Source: an optimization exercise on an open RTL-to-GDS flow (aim: small area, a short achievable clock period and few clock cycles per item). Production flows keep margins and buffers that such runs may drop. In this exercise RTL edits were held to simulation tests only and were not proved equivalent to the original.

==> inputs of job 4831 <==
## lpc_synth
module lpc_synth (
    input  wire        clk,
    input  wire        rst,
    input  wire        in_valid,
    output wire        in_ready,
    input  wire [15:0] in_data,
    output wire        out_valid,
    input  wire        out_ready,
    output wire [15:0] out_data,
    output wire [7:0]  out_sexp
);
export LEC_CHECK = 0
export ABC_AREA = 1
export CAP_MARGIN = 20
export CORE_MARGIN = 2
export CORE_UTILIZATION = 55
export PLACE_DENSITY = 0.72
export SLEW_MARGIN = 20
create_clock -name core_clock -period 12.0 [get_ports {clk}]
standard.sh (not shown) runs the stock make flow with config.mk's settings and CLKGATE_MAP_FILE= SYNTH_SCRIPT=/design/flow/synth_recipe.tcl, a recipe that flattens the netlist after the stock synthesis.
==> flow/flow/run.sh <==
#!/bin/bash
set -euo pipefail
bash standard.sh SETUP_SLACK_MARGIN=7.6 finish > standard.log 2>&1
==> job 3521: changes against job 4831 <==
--- a/flow/design.v
+++ b/flow/design.v
@@ -59,15 +59,14 @@
     reg  [19:0] pk;                 
     reg  [20:0] yr;                 
     reg         vpk;
     reg  [4:0]  pbl;                
     reg         pkz;                
     reg  [3:0]  hbl;                
     reg  [6:0]  d0r;                
-    reg  [6:0]  dlo, dhi;           
     reg         q0v, q1v, q2v;
     reg  [20:0] q0, q1, q2;         
     assign out_valid = q0v;
     assign out_data  = q0[15:0];
     assign out_sexp  = {{3{q0[20]}}, q0[20:16]};
     reg  [15:0] ybc;
     reg  [7:0]  bneg, bone, btwo;      
@@ -148,18 +147,18 @@
             if (gi < 7) begin : g_in
                 assign sin = d_st[gi+1];
             end else begin : g_in7
                 assign sin = o_st[0];
             end
             wire [35:0] ms, mc;
             if (gi < 4) begin : g_mp
-                lpc_bmul u_mul (.clk(clk), .c(cf), .neg(bnegn), .one(bone), .two(btwo),
+                lpc_bmul u_mul (.clk(clk), .c(cf), .neg(bneg), .one(bone), .two(btwo),
                                 .s(ms), .cy(mc));
             end else begin : g_mn
-                lpc_bmul u_mul (.clk(clk), .c(cf), .neg(~bneg), .one(~bonen), .two(~btwon),
+                lpc_bmul u_mul (.clk(clk), .c(cf), .neg(~bnegn), .one(~bonen), .two(~btwon),
                                 .s(ms), .cy(mc));
             end
             lpc_stage u_stg (.clk(clk), .idn((gi == 0) ? ph : 1'b0), .sin(sin), .ms(ms), .mc(mc),
                              .sout(o_st[gi]));
             if (gi > 0) begin : g_d
                 reg [SW-1:0] dr;
                 always @(posedge clk) dr <= o_st[gi];
@@ -172,27 +171,29 @@
         end
     endgenerate
     wire [35:0] e_b2  = o_st[1][77:42];
     wire [20:0] e_rlb = o_st[1][41:21];
     wire [20:0] e_rhb = o_st[1][20:0];
     wire [20:0] e_rl  = e_rlb - 21'h080000;         
     wire [20:0] e_rh  = e_rhb - 21'h080000;
+    wire        c12   = &e_b2[11:1];                 
     wire [23:0] bh2   = e_b2[35:12];
     wire [23:0] u24   = {{8{ureg[15]}}, ureg};
-    wire [23:0] cw_hi = bh2 + u24 + {23'd0, urnd};
-    wire [35:0] cw_n  = {cw_hi, e_b2[11:0]};
+    wire [47:0] cwc   = csa24(bh2, u24, {23'd0, c12});
+    wire [23:0] cw_hi = cwc[47:24] + {cwc[22:0], urnd};
+    wire [35:0] cw_n  = {cw_hi, e_b2[11:0] + 12'd2};
     wire [47:0] cl1   = csa24(bh2, u24, ~{3'd0, e_rlb});
     wire [47:0] cl2   = csa24(cl1[47:24], {cl1[22:0], urnd}, 24'h080001);
-    wire [23:0] cal_n = cl2[47:24] + {cl2[22:0], 1'b0};
+    wire [23:0] cal_n = cl2[47:24] + {cl2[22:0], c12};
     wire [47:0] ch1   = csa24(bh2, u24, ~{3'd0, e_rhb});
     wire [47:0] ch2   = csa24(ch1[47:24], {ch1[22:0], urnd}, 24'h080000);
-    wire [23:0] cbl_n = ch2[47:24] + {ch2[22:0], 1'b0};
-    wire [71:0] fw   = csa36(cw, ms0, mc0);
-    wire [71:0] fa   = csa36({cal, cw[11:0]}, ms0, mc0);
-    wire [71:0] fb   = csa36({cbl, cw[11:0]}, ms0, mc0);
+    wire [23:0] cbl_n = ch2[47:24] + {ch2[22:0], c12};
+    wire [71:0] fw   = csa36(cw, ~ms0, ~mc0);
+    wire [71:0] fa   = csa36({cal, cw[11:0]}, ~ms0, ~mc0);
+    wire [71:0] fb   = csa36({cbl, cw[11:0]}, ~ms0, ~mc0);
     wire [35:0] wsum = fw[71:36] + fw[35:0];
     wire [35:0] wla  = fa[71:36] + fa[35:0];
     wire [35:0] wlb  = fb[71:36] + fb[35:0];
     wire        f_lt = wla[35];                       
     wire        f_gt = !wlb[35];                      
     wire [23:0] q    = wsum[35:12];
     wire [20:0] o_rl = d_st[1][41:21] - 21'h080000;
@@ -205,18 +206,16 @@
     always @(*) begin
         for (kr = 0; kr < 8; kr = kr + 1)
             yrec[3*kr +: 3] = f_lt ? brec(srl, kr) : f_gt ? brec(srh, kr) :
                               q_ovf ? brec(q[23] ? 16'h8000 : 16'h7fff, kr) : brec(q[15:0], kr);
     end
     wire [19:0] yr_abs = yr[20] ? (20'd0 - yr[19:0]) : yr[19:0];
     wire signed [6:0] sexp7  = $signed({{2{sexp[4]}}, sexp});
-    wire signed [6:0] d_raw  = 7'sd14 - $signed({2'b00, pbl});
-    wire signed [6:0] d0_n   = pkz ? $signed(dhi) :
-                               (d_raw > $signed(dhi)) ? $signed(dhi) :
-                               (d_raw < $signed(dlo)) ? $signed(dlo) : d_raw;
+    wire signed [6:0] sxt    = pkz ? 7'sd10 : sexp7 + 7'sd14 - $signed({2'b00, pbl});
+    wire signed [6:0] sx_c   = (sxt > 7'sd10) ? 7'sd10 : (sxt < -7'sd4) ? -7'sd4 : sxt;
     wire signed [6:0] hr     = 7'sd15 - $signed({3'b000, hbl});
     wire [14:0] hpat_z   = de_z1[14:0] ^ {15{de_z1[15]}};
     wire [14:0] hpat_y   = ycm[14:0] ^ {15{ycm[15]}};
     wire [31:0] ys  = {{16{ybc[15]}}, ybc};
     wire [63:0] p1a = csa32(32'd8198, ~(ys << 12), ~(ys << 10));    
     wire [63:0] p1b = csa32(ys << 8, ~(ys << 6), ys << 4);
     wire [63:0] p2a = csa32(p1a[63:32], p1a[31:0], p1b[63:32]);
@@ -451,17 +450,15 @@
         pcm_b <= pcmb_n;
         q0 <= (!a0v) ? qin : a0;
         q1 <= (!a1v) ? qin : a1q;
         q2 <= (!a2v) ? qin : q2;
         pbl <= bitlen20(pk | yr_abs);
         pkz <= ((pk | yr_abs) == 20'd0);
         hbl <= bitlen15(hm | hpat_z);
-        dlo <= -7'sd4 - sexp7;
-        dhi <= 7'sd10 - sexp7;
-        d0r <= d0_n;
+        d0r <= sx_c - sexp7;
         if ((mode == M_DELTA) && (dstep == 3'd2))
             dlt <= ($signed(d0r) > hr) ? hr[4:0] : d0r[4:0];    
     end
     always @(posedge clk) begin
         if (rst) begin
             mode  <= M_COEF;
             ph    <= 1'b0;
@@ -624,17 +621,18 @@
     input  wire [35:0] ms,
     input  wire [35:0] mc,
     output reg  [77:0] sout
 );
     wire [35:0] b   = sin[77:42];
     wire [20:0] rlb = sin[41:21];
     wire [20:0] rhb = sin[20:0];
-    wire [35:0] cs_s = b ^ ms ^ mc;
-    wire [35:0] cs_c = {(b[34:0] & ms[34:0]) | (b[34:0] & mc[34:0]) | (ms[34:0] & mc[34:0]), 1'b0};
-    wire [35:0] bn   = cs_s + cs_c;
+    wire [35:0] cs_s = b ^ ~ms ^ ~mc;
+    wire [35:0] cs_c = {(b[34:0] & ~ms[34:0]) | (b[34:0] & ~mc[34:0]) | (~ms[34:0] & ~mc[34:0]), 1'b1};
+    wire [36:0] bsum = {cs_s, 1'b1} + {cs_c, 1'b1};
+    wire [35:0] bn   = bsum[36:1];
     wire        zl  = (b[11:0] == 12'd0);
     wire [24:0] bh  = {b[35], b[35:12]};
     wire [24:0] rl25 = {4'd0, rlb};
     wire [24:0] rh25 = {4'd0, rhb};
     wire        l_lo = $signed(bh) < $signed(rl25);
     wire        l_hi = $signed(bh) > $signed(rh25);
     wire [24:0] dh_lo = bh + 25'h100000 + ~rl25 + {24'd0, ~zl};    
==> flow/flow/run.sh (replaced) <==
#!/bin/bash
set -euo pipefail
bash standard.sh SETUP_SLACK_MARGIN=8.2 finish > standard.log 2>&1
Settings changed: ABC_AREA 1 to not set, CORE_UTILIZATION 55 to 40, PLACE_DENSITY 0.72 to 0.6.
==> qor summary <==
| item | job 4831 | job 3521 |
|---|---|---|
| Outcome | complete, no violations | complete, no violations |
| Net total in the final layout | 28.01k | 26.53k |
| Worst setup slack after placement | 6.427 ns | 6.221 ns |
| Placeable core area | 445700 um2 | 614400 um2 |
| Global-route track usage on met1 | 0.4506 | 0.3162 |
| Largest net degree at the start of global routing | 246 | 241 |
| Min-Delay Startpoint | g_unit[6].u_stg.sout[15] | g_unit[7].u_stg.sout[14] |
| Post-Synthesis Cell Area | 246400 um2 | 246300 um2 |
| Buffer count excluding the clock tree in the final layout | 258 | 946 |
| Max incr delay on CP | 0.96 ns | 0.53 ns |
| Routability cong. | 1.044 | 0.9526 |
| Standard-cell row count | 245 | 288 |
| Largest fanout on the critical path | 53 | 6 |
| Cell area after layout | 268300 um2 | 288300 um2 |
| Horiz. Die Dim | 673.4 um | 788.7 um |
| Met3 wire length | 74960 um | 58020 um |
| Avg Synthesized Cell Area | 9.971 um2 | 10.92 um2 |
| Footprint of the flip-flops and latches | 110400 um2 | 110800 um2 |
| Worst Path Arrival | 5.36 ns | 5.29 ns |
| Routed length per instance | 24.85 um | 23.70 um |
| Max rail drop VDD | 0.2246 mV | 0.3186 mV |
| Synth Area in Simple Gates | 0.09662 | 0.06743 |
| Die Footprint | 453400 um2 | 622000 um2 |
| Count of flip-flops and latches | 4499 | 4500 |
Testbench counts of job 4831, summed over its fixed seeds: cycles 21,564, frames 60.
Testbench counts of job 3521, summed over its fixed seeds: cycles 21,564, frames 60.

[what the ideal ports hide]
In the flow no input, the clock included, has a driving cell. The finished layouts below were timed again as built, in two steps.
Step 1, drivers: a clkbuf_16 drives clk and a buf_2 each remaining input, both assumed.
Step 2 adds t to the input delays and takes it off the output delays; t is the mean of the earliest and latest rising clock arrival at the registers after step 1. Input paths then give back, and output paths get back, about the clock's delay inside the block.
Three values: ideal, step 1, step 2; two values: the first two.
run	t (ns)	slack for setup (ns)	worst data-port slew with drivers (ns)
job 4831	1.134	7.508 / 7.508 / 6.838	0.11
job 3521	1.159	7.462 / 7.462 / 7.123	0.22
After both steps setup and hold are still met in every run listed. For job 4831, which loses most, drivers alone change the setup slack by 0.000 ns; drivers and shift together by -0.670 ns.
